Context: an optimization exercise on an open-source flow, tuned for a short achievable clock period and few clock cycles. The choices shown serve that exercise and are no tape-out recipe.
The RTL was checked by simulation tests, not by an equivalence proof against the original design.
Power is estimated from default activity; no workload was simulated.

==> flow/design.v <==
module dio_core (
    input             clk,
    input             rst,
    input             cmd_valid,
    output            cmd_ready,
    input      [63:0] cmd_data,
    output            rsp_valid,
    output     [31:0] rsp_result,
    output            rsp_err,
    input      [31:0] pad_in,
    output     [31:0] pad_out,
    output     [31:0] pad_oe,
    output            ie
);
    localparam [7:0] OP_NOP      = 8'h00, OP_STATRD   = 8'h01, OP_IESET    = 8'h02,
                     OP_IECLR    = 8'h03, OP_REGRD    = 8'h04, OP_REGWR    = 8'h05,
                     OP_PBIND    = 8'h10, OP_PENOUT   = 8'h11, OP_PENIN    = 8'h12,
                     OP_PREAD    = 8'h13, OP_PWRITE   = 8'h14,
                     OP_BINDIN   = 8'h20, OP_BINDOUT  = 8'h21, OP_PINRD    = 8'h22,
                     OP_PINWR    = 8'h23, OP_PINTGL   = 8'h24, OP_PINPLS   = 8'h25,
                     OP_SCFG     = 8'h30, OP_SIN      = 8'h31, OP_SOUT     = 8'h32,
                     OP_CCFG     = 8'h40, OP_CWRITE   = 8'h41, OP_CEN      = 8'h42,
                     OP_CDIS     = 8'h43;
    localparam [1:0] S_IDLE = 2'd0, S_DEC = 2'd1, S_EXEC = 2'd2, S_RESP = 2'd3;
    localparam [3:0] K_NONE  = 4'd0,   
                     K_HW    = 4'd1,   
                     K_RD    = 4'd2,   
                     K_DIRB  = 4'd3,   
                     K_PDIR  = 4'd4,   
                     K_PRD   = 4'd5,   
                     K_PWR   = 4'd6,   
                     K_RRD   = 4'd7,   
                     K_RWR   = 4'd8,   
                     K_IE    = 4'd9;   
    reg [7:0] out_r [0:3];
    reg [7:0] dir_r [0:3];
    reg       ie_r, ill_r, cfgerr_r, operr_r;
    reg [7:0]  ph_v;
    reg [15:0] ph_port;    
    reg [7:0]  ph_dirn;
    reg [23:0] ph_start;   
    reg [31:0] ph_nbits;   
    reg [7:0]  pn_v, pn_out, pn_nopin, pn_dyn, pn_inv;
    reg [15:0] pn_port;    
    reg [23:0] pn_bit;     
    reg [7:0]  sh_v, sh_mode, sh_ord;
    reg [23:0] sh_d, sh_c;
    reg [47:0] sh_n;       
    reg [7:0]  ch_v;
    reg [23:0] ch_sh, ch_l, ch_oe;
    reg [1:0]  state;
    reg [63:0] cmd;
    reg [31:0] res_r;
    reg        err_r;
    reg [2:0]  step;
    reg [1:0]  sub;
    reg [4:0]  idx;
    reg        saved_ie;
    reg [7:0]  tmp;
    reg        samp;       
    reg [1:0]  x_port;
    reg [7:0]  x_mask;
    reg [2:0]  x_start;
    reg        x_full;
    reg        x_dirn;
    reg [2:0]  x_hd, x_hc, x_hl;    
    reg [5:0]  x_n;
    reg        x_ord;
    reg [31:0] x_val;
    wire [7:0]  opc  = cmd[63:56];
    wire [7:0]  unit = cmd[55:48];
    wire [15:0] aux  = cmd[47:32];
    wire [31:0] data = cmd[31:0];
    wire [2:0]  u    = unit[2:0];
    wire        u_ok = (unit < 8'd8);
    assign pad_out = {out_r[3], out_r[2], out_r[1], out_r[0]};
    assign pad_oe  = {dir_r[3], dir_r[2], dir_r[1], dir_r[0]};
    function [7:0] pad_val(input [1:0] p);
        pad_val = (out_r[p] & dir_r[p]) | (pad_in[p*8 +: 8] & ~dir_r[p]);
    endfunction
    reg legal;
    always @(*) begin
        case (opc)
            OP_NOP, OP_STATRD, OP_IESET, OP_IECLR: legal = (cmd[55:0] == 56'd0);
            OP_REGRD:  legal = (cmd[55:42] == 14'd0) && (data == 32'd0);
            OP_REGWR:  legal = (cmd[55:42] == 14'd0);
            OP_PBIND:  legal = (aux[15:9] == 7'd0) && (data[31:14] == 18'd0) && (data[7:6] == 2'd0);
            OP_PENOUT, OP_PENIN, OP_PREAD, OP_PINRD, OP_PINTGL, OP_SIN, OP_CEN, OP_CDIS:
                       legal = (aux == 16'd0) && (data == 32'd0);
            OP_PWRITE, OP_SOUT, OP_CWRITE:
                       legal = (aux == 16'd0);
            OP_PINWR, OP_PINPLS:
                       legal = (aux == 16'd0) && (data[31:1] == 31'd0);
            OP_BINDIN: legal = (data[31:1] == 31'd0);
            OP_BINDOUT: legal = (data[31:3] == 29'd0);
            OP_SCFG:   legal = (data[31:10] == 22'd0) && (data[7:6] == 2'd0);
            OP_CCFG:   legal = (data[31:9] == 23'd0);
            default:   legal = 1'b0;
        endcase
    end
    wire [1:0] reg_sel   = aux[9:8];
    wire       pin_nopin = (aux == 16'hFFFF);
    wire       pin_ok    = pin_nopin || ((aux[15:8] < 8'd4) && (aux[7:0] < 8'd8));
    wire [7:0] datah = aux[7:0], clkh = aux[15:8];
    wire [7:0] shfh = aux[7:0], lath = aux[15:8], oeh = data[7:0];
    reg chk_ok;
    always @(*) begin
        case (opc)
            OP_REGRD:  chk_ok = (aux[7:0] < 8'd4) && (reg_sel != 2'd3);
            OP_REGWR:  chk_ok = (aux[7:0] < 8'd4) && (reg_sel == 2'd1 || reg_sel == 2'd2);
            OP_PBIND:  chk_ok = u_ok && !ph_v[u] && (aux[7:0] < 8'd4) && (data[13:8] != 6'd0)
                                && ({1'b0, data[5:0]} + {1'b0, data[13:8]} <= 7'd8);
            OP_PENOUT, OP_PENIN, OP_PREAD:
                       chk_ok = u_ok && ph_v[u];
            OP_PWRITE: chk_ok = u_ok && ph_v[u] && ph_dirn[u];
            OP_BINDIN, OP_BINDOUT:
                       chk_ok = u_ok && !pn_v[u] && pin_ok;
            OP_PINRD:  chk_ok = u_ok && pn_v[u];
            OP_PINWR, OP_PINTGL, OP_PINPLS:
                       chk_ok = u_ok && pn_v[u] && pn_out[u];
            OP_SCFG:   chk_ok = u_ok && !sh_v[u]
                                && (datah < 8'd8) && pn_v[datah[2:0]] && (pn_out[datah[2:0]] == data[9])
                                && (clkh < 8'd8) && pn_v[clkh[2:0]] && pn_out[clkh[2:0]]
                                && (data[5:0] != 6'd0) && (data[5:0] <= 6'd32);
            OP_SIN:    chk_ok = u_ok && sh_v[u] && !sh_mode[u];
            OP_SOUT:   chk_ok = u_ok && sh_v[u] && sh_mode[u];
            OP_CCFG:   chk_ok = u_ok && !ch_v[u]
                                && (shfh < 8'd8) && sh_v[shfh[2:0]] && sh_mode[shfh[2:0]]
                                && (lath < 8'd8) && pn_v[lath[2:0]] && pn_out[lath[2:0]]
                                && (oeh < 8'd8) && pn_v[oeh[2:0]] && pn_out[oeh[2:0]];
            OP_CWRITE, OP_CEN, OP_CDIS:
                       chk_ok = u_ok && ch_v[u];
            default:   chk_ok = 1'b1;
        endcase
    end
    wire is_cfg = (opc == OP_PBIND) || (opc == OP_BINDIN) || (opc == OP_BINDOUT) ||
                  (opc == OP_SCFG) || (opc == OP_CCFG);
    reg [3:0] k_kind;
    reg [2:0] k_h;       
    reg       k_v;       
    reg       k_last;    
    wire       x_last_bit = ({1'b0, idx} == x_n - 6'd1);
    wire [4:0] pos = x_ord ? (x_n[4:0] - 5'd1 - idx) : idx;
    always @(*) begin
        k_kind = K_NONE; k_h = u; k_v = 1'b0; k_last = 1'b1;
        case (opc)
            OP_IESET, OP_IECLR: k_kind = K_IE;
            OP_REGRD:  k_kind = K_RRD;
            OP_REGWR:  k_kind = K_RWR;
            OP_PBIND, OP_PENOUT, OP_PENIN: k_kind = K_PDIR;
            OP_PREAD:  k_kind = K_PRD;
            OP_PWRITE: k_kind = K_PWR;
            OP_BINDIN: k_kind = K_DIRB;
            OP_BINDOUT: begin
                if (step == 3'd0) begin k_kind = K_HW; k_v = data[0]; k_last = 1'b0; end
                else              begin k_kind = K_DIRB; end
            end
            OP_PINRD:  k_kind = K_RD;
            OP_PINWR:  begin k_kind = K_HW; k_v = data[0]; end
            OP_PINTGL: begin
                if (step == 3'd0) begin k_kind = K_RD; k_last = 1'b0; end
                else              begin k_kind = K_HW; k_v = ~samp; end
            end
            OP_PINPLS: begin
                k_kind = K_HW;
                if (step == 3'd0) begin k_v = data[0]; k_last = 1'b0; end
                else              begin k_v = ~data[0]; end
            end
            OP_SIN: begin
                k_last = 1'b0;
                case (step)
                    3'd0:    begin k_kind = K_HW; k_h = x_hc; k_v = 1'b1; end
                    3'd1:    begin k_kind = K_RD; k_h = x_hd; end
                    default: begin k_kind = K_HW; k_h = x_hc; k_v = 1'b0; k_last = x_last_bit; end
                endcase
            end
            OP_SOUT, OP_CWRITE: begin
                k_last = 1'b0;
                case (step)
                    3'd0:    begin k_kind = K_HW; k_h = x_hd; k_v = x_val[pos]; end
                    3'd1:    begin k_kind = K_HW; k_h = x_hc; k_v = 1'b1; end
                    3'd2:    begin k_kind = K_HW; k_h = x_hc; k_v = 1'b0;
                                   k_last = x_last_bit && (opc == OP_SOUT); end
                    3'd3:    begin k_kind = K_HW; k_h = x_hl; k_v = 1'b1; end
                    default: begin k_kind = K_HW; k_h = x_hl; k_v = 1'b0; k_last = 1'b1; end
                endcase
            end
            OP_CCFG:   begin k_kind = K_HW; k_h = x_hl; k_v = data[8]; end
            OP_CEN:    begin k_kind = K_HW; k_h = x_hl; k_v = 1'b1; end
            OP_CDIS:   begin k_kind = K_HW; k_h = x_hl; k_v = 1'b0; end
            default: ;
        endcase
    end
    wire       h_out   = pn_out[k_h];
    wire       h_nopin = pn_nopin[k_h];
    wire       h_dyn   = pn_dyn[k_h];
    wire       h_inv   = pn_inv[k_h];
    wire [1:0] h_port  = pn_port[k_h*2 +: 2];
    wire [2:0] h_bit   = pn_bit[k_h*3 +: 3];
    wire [7:0] h_m     = 8'd1 << h_bit;
    wire       h_e     = k_v ^ h_inv;
    wire [7:0] h_inreg = pad_val(h_port);
    wire [7:0] h_outreg = out_r[h_port];
    wire       h_rd = h_nopin ? 1'b0 : (h_out ? (h_outreg[h_bit] ^ h_inv) : h_inreg[h_bit]);
    reg k_rmw;
    always @(*) begin
        case (k_kind)
            K_HW:         k_rmw = !h_nopin && h_dyn;
            K_PDIR, K_PWR: k_rmw = !x_full;
            default:      k_rmw = 1'b0;
        endcase
    end
    wire k_done = !k_rmw || (sub == 2'd3);
    wire [7:0] p_shifted = x_val[7:0] << x_start;
    wire       pdir_set  = (opc == OP_PENOUT) || (opc == OP_PBIND && x_dirn);
    assign cmd_ready  = (state == S_IDLE);
    assign rsp_valid  = (state == S_RESP);
    assign rsp_result = res_r;
    assign rsp_err    = err_r;
    assign ie         = ie_r;
    integer i;
    always @(posedge clk) begin
        if (rst) begin
            state    <= S_IDLE;
            ie_r     <= 1'b0;
            ill_r    <= 1'b0;
            cfgerr_r <= 1'b0;
            operr_r  <= 1'b0;
            ph_v     <= 8'd0;
            pn_v     <= 8'd0;
            sh_v     <= 8'd0;
            ch_v     <= 8'd0;
            for (i = 0; i < 4; i = i + 1) begin
                out_r[i] <= 8'd0;
                dir_r[i] <= 8'd0;
            end
        end else begin
            case (state)
            S_IDLE: begin
                if (cmd_valid) begin
                    cmd   <= cmd_data;
                    state <= S_DEC;
                end
            end
            S_DEC: begin
                res_r <= 32'd0;
                err_r <= 1'b0;
                step  <= 3'd0;
                sub   <= 2'd0;
                idx   <= 5'd0;
                if (!legal) begin
                    ill_r <= 1'b1;
                    err_r <= 1'b1;
                    state <= S_RESP;
                end else if (!chk_ok) begin
                    if (is_cfg) cfgerr_r <= 1'b1;
                    else        operr_r  <= 1'b1;
                    err_r <= 1'b1;
                    state <= S_RESP;
                end else begin
                    state <= S_EXEC;
                    x_val <= data;
                    case (opc)
                        OP_PBIND: begin
                            x_port  <= aux[1:0];
                            x_start <= data[2:0];
                            x_mask  <= ((8'd1 << data[13:8]) - 8'd1) << data[2:0];
                            x_full  <= (data[13:8] == 6'd8);
                            x_dirn  <= aux[8];
                        end
                        default: begin
                            x_port  <= ph_port[u*2 +: 2];
                            x_start <= ph_start[u*3 +: 3];
                            x_mask  <= ((8'd1 << ph_nbits[u*4 +: 4]) - 8'd1) << ph_start[u*3 +: 3];
                            x_full  <= (ph_nbits[u*4 +: 4] == 4'd8);
                            x_dirn  <= ph_dirn[u];
                        end
                    endcase
                    if (opc == OP_CWRITE) begin
                        x_hd  <= sh_d[ch_sh[u*3 +: 3]*3 +: 3];
                        x_hc  <= sh_c[ch_sh[u*3 +: 3]*3 +: 3];
                        x_n   <= sh_n[ch_sh[u*3 +: 3]*6 +: 6];
                        x_ord <= sh_ord[ch_sh[u*3 +: 3]];
                        x_hl  <= ch_l[u*3 +: 3];
                    end else if (opc == OP_CCFG) begin
                        x_hl  <= oeh[2:0];
                    end else if (opc == OP_CEN || opc == OP_CDIS) begin
                        x_hl  <= ch_oe[u*3 +: 3];
                    end else begin
                        x_hd  <= sh_d[u*3 +: 3];
                        x_hc  <= sh_c[u*3 +: 3];
                        x_n   <= sh_n[u*6 +: 6];
                        x_ord <= sh_ord[u];
                    end
                    case (opc)
                        OP_NOP, OP_SCFG: state <= S_RESP;
                        OP_STATRD: begin
                            res_r <= {21'd0, operr_r, cfgerr_r, ill_r, 7'd0, ie_r};
                            state <= S_RESP;
                        end
                        default: ;
                    endcase
                    case (opc)
                        OP_PBIND: begin
                            ph_v[u]            <= 1'b1;
                            ph_port[u*2 +: 2]  <= aux[1:0];
                            ph_dirn[u]         <= aux[8];
                            ph_start[u*3 +: 3] <= data[2:0];
                            ph_nbits[u*4 +: 4] <= data[11:8];
                        end
                        OP_BINDIN, OP_BINDOUT: begin
                            pn_v[u]           <= 1'b1;
                            pn_out[u]         <= (opc == OP_BINDOUT);
                            pn_nopin[u]       <= pin_nopin;
                            pn_port[u*2 +: 2] <= aux[9:8];
                            pn_bit[u*3 +: 3]  <= aux[2:0];
                            pn_dyn[u]         <= (opc == OP_BINDOUT) && data[1];
                            pn_inv[u]         <= (opc == OP_BINDOUT) && data[2];
                        end
                        OP_SCFG: begin
                            sh_v[u]         <= 1'b1;
                            sh_mode[u]      <= data[9];
                            sh_d[u*3 +: 3]  <= datah[2:0];
                            sh_c[u*3 +: 3]  <= clkh[2:0];
                            sh_n[u*6 +: 6]  <= data[5:0];
                            sh_ord[u]       <= data[8];
                        end
                        OP_CCFG: begin
                            ch_v[u]         <= 1'b1;
                            ch_sh[u*3 +: 3] <= shfh[2:0];
                            ch_l[u*3 +: 3]  <= lath[2:0];
                            ch_oe[u*3 +: 3] <= oeh[2:0];
                        end
                        default: ;
                    endcase
                end
            end
            S_EXEC: begin
                case (k_kind)
                    K_IE:  ie_r <= (opc == OP_IESET);
                    K_RRD: case (reg_sel)
                               2'd0:    res_r <= {24'd0, pad_val(aux[1:0])};
                               2'd1:    res_r <= {24'd0, out_r[aux[1:0]]};
                               default: res_r <= {24'd0, dir_r[aux[1:0]]};
                           endcase
                    K_RWR: if (reg_sel == 2'd1) out_r[aux[1:0]] <= data[7:0];
                           else                 dir_r[aux[1:0]] <= data[7:0];
                    K_PRD: res_r <= {24'd0, ((x_dirn ? out_r[x_port] : pad_val(x_port)) & x_mask) >> x_start};
                    K_RD: begin
                        samp <= h_rd;
                        if (opc == OP_PINRD) res_r <= {31'd0, h_rd};
                        if (opc == OP_SIN && h_rd) res_r[pos] <= 1'b1;
                    end
                    K_DIRB: if (!h_nopin) dir_r[h_port][h_bit] <= (opc == OP_BINDOUT);
                    K_HW: if (!h_nopin) begin
                        if (!h_dyn) out_r[h_port][h_bit] <= h_e;
                        else case (sub)
                            2'd0: begin saved_ie <= ie_r; ie_r <= 1'b0; end
                            2'd1: tmp <= out_r[h_port];
                            2'd2: out_r[h_port] <= h_e ? (tmp | h_m) : (tmp & ~h_m);
                            default: ie_r <= saved_ie;
                        endcase
                    end
                    K_PDIR: begin
                        if (x_full) dir_r[x_port] <= pdir_set ? 8'hFF : 8'h00;
                        else case (sub)
                            2'd0: begin saved_ie <= ie_r; ie_r <= 1'b0; end
                            2'd1: tmp <= dir_r[x_port];
                            2'd2: dir_r[x_port] <= pdir_set ? (tmp | x_mask) : (tmp & ~x_mask);
                            default: ie_r <= saved_ie;
                        endcase
                    end
                    K_PWR: begin
                        if (x_full) out_r[x_port] <= x_val[7:0];
                        else case (sub)
                            2'd0: begin saved_ie <= ie_r; ie_r <= 1'b0; end
                            2'd1: tmp <= out_r[x_port];
                            2'd2: out_r[x_port] <= ((tmp | (p_shifted & x_mask)) & (p_shifted | ~x_mask));
                            default: ie_r <= saved_ie;
                        endcase
                    end
                    default: ;
                endcase
                if (!k_done) begin
                    sub <= sub + 2'd1;
                end else begin
                    sub <= 2'd0;
                    if (k_last) begin
                        state <= S_RESP;
                    end else if ((opc == OP_SIN || opc == OP_SOUT || opc == OP_CWRITE) && step == 3'd2) begin
                        if (x_last_bit) begin
                            step <= 3'd3;
                        end else begin
                            step <= 3'd0;
                            idx  <= idx + 5'd1;
                        end
                    end else begin
                        step <= step + 3'd1;
                    end
                end
            end
            default: begin    
                state <= S_IDLE;
            end
            endcase
        end
    end
endmodule
==> flow/run.sh <==
#!/bin/bash
# synth_recipe.tcl (not shown) runs the flow's synth.tcl, then flattens the netlist and writes it again
# the make line also repeats each setting of config.mk as NAME=value (left out here)
make -C /OpenROAD-flow-scripts/flow DESIGN_CONFIG=/design/flow/config.mk WORK_HOME=/design/flow/orfs CLKGATE_MAP_FILE= SYNTH_SCRIPT=/design/flow/synth_recipe.tcl finish
==> flow/config.mk <==
export PLATFORM = sky130hd
export DESIGN_NAME = dio_core
export DESIGN_NICKNAME = dio_core
export VERILOG_FILES = /design/flow/design.v
export SDC_FILE = /design/flow/constraint.sdc
export NUM_CORES = 4
export LEC_CHECK = 0
export CAP_MARGIN = 20
export CORE_MARGIN = 2
export CORE_UTILIZATION = 40
export SLEW_MARGIN = 20
==> flow/constraint.sdc <==
create_clock -name core_clock -period 8.0 [get_ports {clk}]
set_input_delay 1.6000 -clock core_clock [delete_from_list [all_inputs] [get_ports {clk}]]
set_output_delay 1.6000 -clock core_clock [all_outputs]
set_load 0.01 [all_outputs]
==> qor.yml <==
cp_common_cell: "buf_4"
grt_use_total_pct: 25.7
synth_xor_area_share_pct: 0.729
max_freq_mhz: 150
fin_crit_ns: 6.65
finalCoreUtilization_pct: 46.2
routed_wl_mm: 122
p_leak_nw: 14.9
cts_setup_buffers: 0
worstPathRequired_ns: 8.36
start_util_pct: 40.2
syn_area_sq_mm: 0.0361
cts_made_buffers: 72
period_share_pct: 83.2
synthAdderAreaFrac_pct: 1.80
p_comb_share_pct: 26.2
drt_iter0_drc: 2891
syn_inst: 3233
row_count: 110
hpwl_mm: 84.5
p_sw_mw: 3.18
grt_pass1_wl_mm: 181
clock_latency_ns: 0.65
synthArstFlopShare_pct: 0
power_mw: 9.69
final_area_sq_mm: 0.0415
via_per_inst: 6.19
synth_top_family_by_area: "compound AO/OA/AOI/OAI gates"
die_h_um: 304
synth_edf_count: 580
core_sq_mm: 0.0897
yosysTopAreaCell: "edfxtp_1"
antenna_left: 0
cts.root.buffer_cell: "clkbuf_16"
path_class: "reg -> reg"
clock-sinks: 622
power_density_mw_per_mm2: 233
syn2layout_area_growth_pct: 15.1
yosys_warnings: 1
slew_viol_final: 0
die_x_um: 304
ys_top_cells_by_count: "edfxtp_1, nand2_1, nor2_1, a22o_1, clkbuf_1"
cts_tree: "built"
start_kind: "flip-flop"
routabilityCongestion: 0.954
antenna_found_initial: 2
avgSynthCellArea_sq_um: 11.2
worstPathCellList: "inv_1 -> ha_1 -> nor2b_1 -> mux2_2 -> a32o_1 -> o41ai_2 -> buf_4 -> mux2_1 -> mux4_2 -> buf_4 -> and2_1 -> a211oi_1 -> a211oi_1 -> a21oi_1 -> o21ai_0 -> or4_4 -> a32oi_4 -> buf_4 -> o21ai_1"
setup_violations: 0
pwr-share-seq_pct: 40.4
io_pins: 199
netlist_top_cells_area: "edfxtp_1, mux4_2, a22o_1"
routedWlPerCell_um: 26.7
nFillCells: 8232
die_area_sq_mm: 0.0926
hold_buffers: 0
synth_cell_type_count: 83
setup-tns-final_ns: 0
cts.reportedPaths.clkPinSlew_ns: 0.06
syn_nets: 3382
path_buf_inv: 4
drc_errors: 0
grt-ovfl-total: 0
synth-simple-area-share_pct: 12.0
first_global_vias: 27548
hold_class: "reg -> reg"
rsz0062_at_grt: "false"
crit_path_end_kind: "flip-flop"
synth_flop_cell: "edfxtp_1"
yosysMostFrequentCell: "edfxtp_1"
ys_seq_area_share_pct: 50.6
dr.pass1.iters: 6
clk_path_buf_depth: 3
vias: 28334
path_max_fanout: 33
hold_viol: 0
p_clk_share_pct: 33.4
maxCapViolCount: 0
netSwitchingFraction_pct: 32.8
p_int_mw: 6.51
setup_ws_ns: 1.35
htreeDepth: 3
cpPeakStageDelay_ns: 0.76
synth-seq-cells: 622
crit_slowest_cell: "mux4_2"
portBuffers: 198
synth_top_cell_area_share_pct: 48.3
synth_compound_area_share_pct: 16.9
num_antenna_cells: 0
status: "complete, no violations"
worst_slew_pin_slew_ns: 1.18
muxShareOfSynthArea_pct: 14.1
critical_path_arrival_ns: 7.01
drive_above_1_share_pct: 12.4
fin_skew_ns: 0.0279
ir_worst_vdd_v: 0.000155
post-place-ws_ns: 1.35
cts.repair.resized: 0
grt_max_degree: 93
max_slew_margin_pct: 21.6
cp_top_family: "multiplexers"
num-nets-final: 3493
place_area_sq_mm: 0.0392
==> power by group through the flow <==
stage	registers [mW]	clock network (mW)	logic (mW)
3_3_place_gp	3.98	0	2.47
2_1_floorplan	3.94	0	1.61
5_1_grt	3.93	3.39	2.71
6_report	3.92	3.23	2.54
4_1_cts	3.92	3.27	2.50
3_5_place_dp	3.99	0	2.49
==> cells in the final DEF, fill, tap and decap left out, drive strengths merged, types with 52 or more instances in the layout <==
master | synthesis | routed
mux2 | 60 | 60
mux2i | 188 | 188
nand3 | 52 | 52
a21oi | 116 | 116
clkdlybuf4s50 | 0 | 197
o22ai | 65 | 65
inv | 105 | 109
nand2 | 461 | 461
mux4 | 112 | 112
a22o | 221 | 221
nor2 | 229 | 229
clkbuf | 190 | 88
buf | 45 | 74
edfxtp | 580 | 580
o21ai | 186 | 186
==> through the flow <==
stage,hold slack [ns],cells
floorplan,0.417,3233
global placement,0.434,4444
detailed placement,0.432,4444
CTS,0.449,4573
global route,0.469,4575
finish,0.447,4575
==> area by class of cell <==
cell class                      count  area (sq um)  area share (%)
Tap cell                         1176          1470            3.55
Clock buffer                       87          1890            4.55
Sequential cell                   622         18300            44.0
Clock inverter                     42           359           0.865
Multi-Input combinational cell   2268         16500            39.9
Timing Repair Buffer              272          2560            6.18
Inverter                          108           408           0.983
==> per-layer routing <==
layer	GRT usage (%)	routed length, um	vias up
met3	4.18	9500	264
met4	10.8	5300	4
li1	-	-	12572
met2	41.8	57400	1416
met1	34.3	49900	14078
met5	0	22	-
==> sequential cells by signal (all words and copies together) (netlist names), 16 cells and up, named ones only <==
register and flops:
ch_l 24, ch_oe 24, ch_sh 24, cmd 64, dir_r 32, out_r 32
ph_nbits 32, ph_port 16, ph_start 24, pn_bit 24, pn_port 16, res_r 32
sh_c 24, sh_d 24, sh_n 48, x_val 32
==> cells by family after synthesis <==
| group | Yosys count |
|---|---|
| mux | 360 |
| flops | 622 |
| simple gates | 976 |
| buf+inv | 343 |
| fa+ha+maj | 50 |
| compound gates | 852 |
| xor+xnor | 30 |
==> worst paths after layout <==
path,startpoint,end,slack (ns),cells past startpoint
worst min-delay path,cmd[16],x_val[16],0.45,0
worst min register to register,cmd[16],x_val[16],0.45,0
worst max-delay path,step[1],res_r[2],1.35,19
worst max register to register,step[1],res_r[2],1.35,19
Testbench counts, summed over its fixed seeds: cycles 82,837.

## separate check: timing with driven ports
In the flow no input, the clock included, has a driving cell. The finished layout below was timed again as built, in two steps.
Step 1 assumes that a clkbuf_16 drives the clock port and a buf_2 every other input.
Step 2, shift: input delay + t, output delay - t, t = (earliest + latest rising clock arrival at the registers) / 2. This alone moves slack from input paths to output paths.
a / b / c = no drivers / after step 1 / after step 2; a / b = the first two.
t (ns): 0.703
setup WS [ns]: 1.345 / 1.345 / 1.345
hold WS [ns]: 0.447 / 0.447 / 0.447
worst setup path after step 2: register to register
After both steps this run still meets setup and hold. For this run, drivers alone change the setup slack by 0.000 ns; drivers and shift together by 0.000 ns.
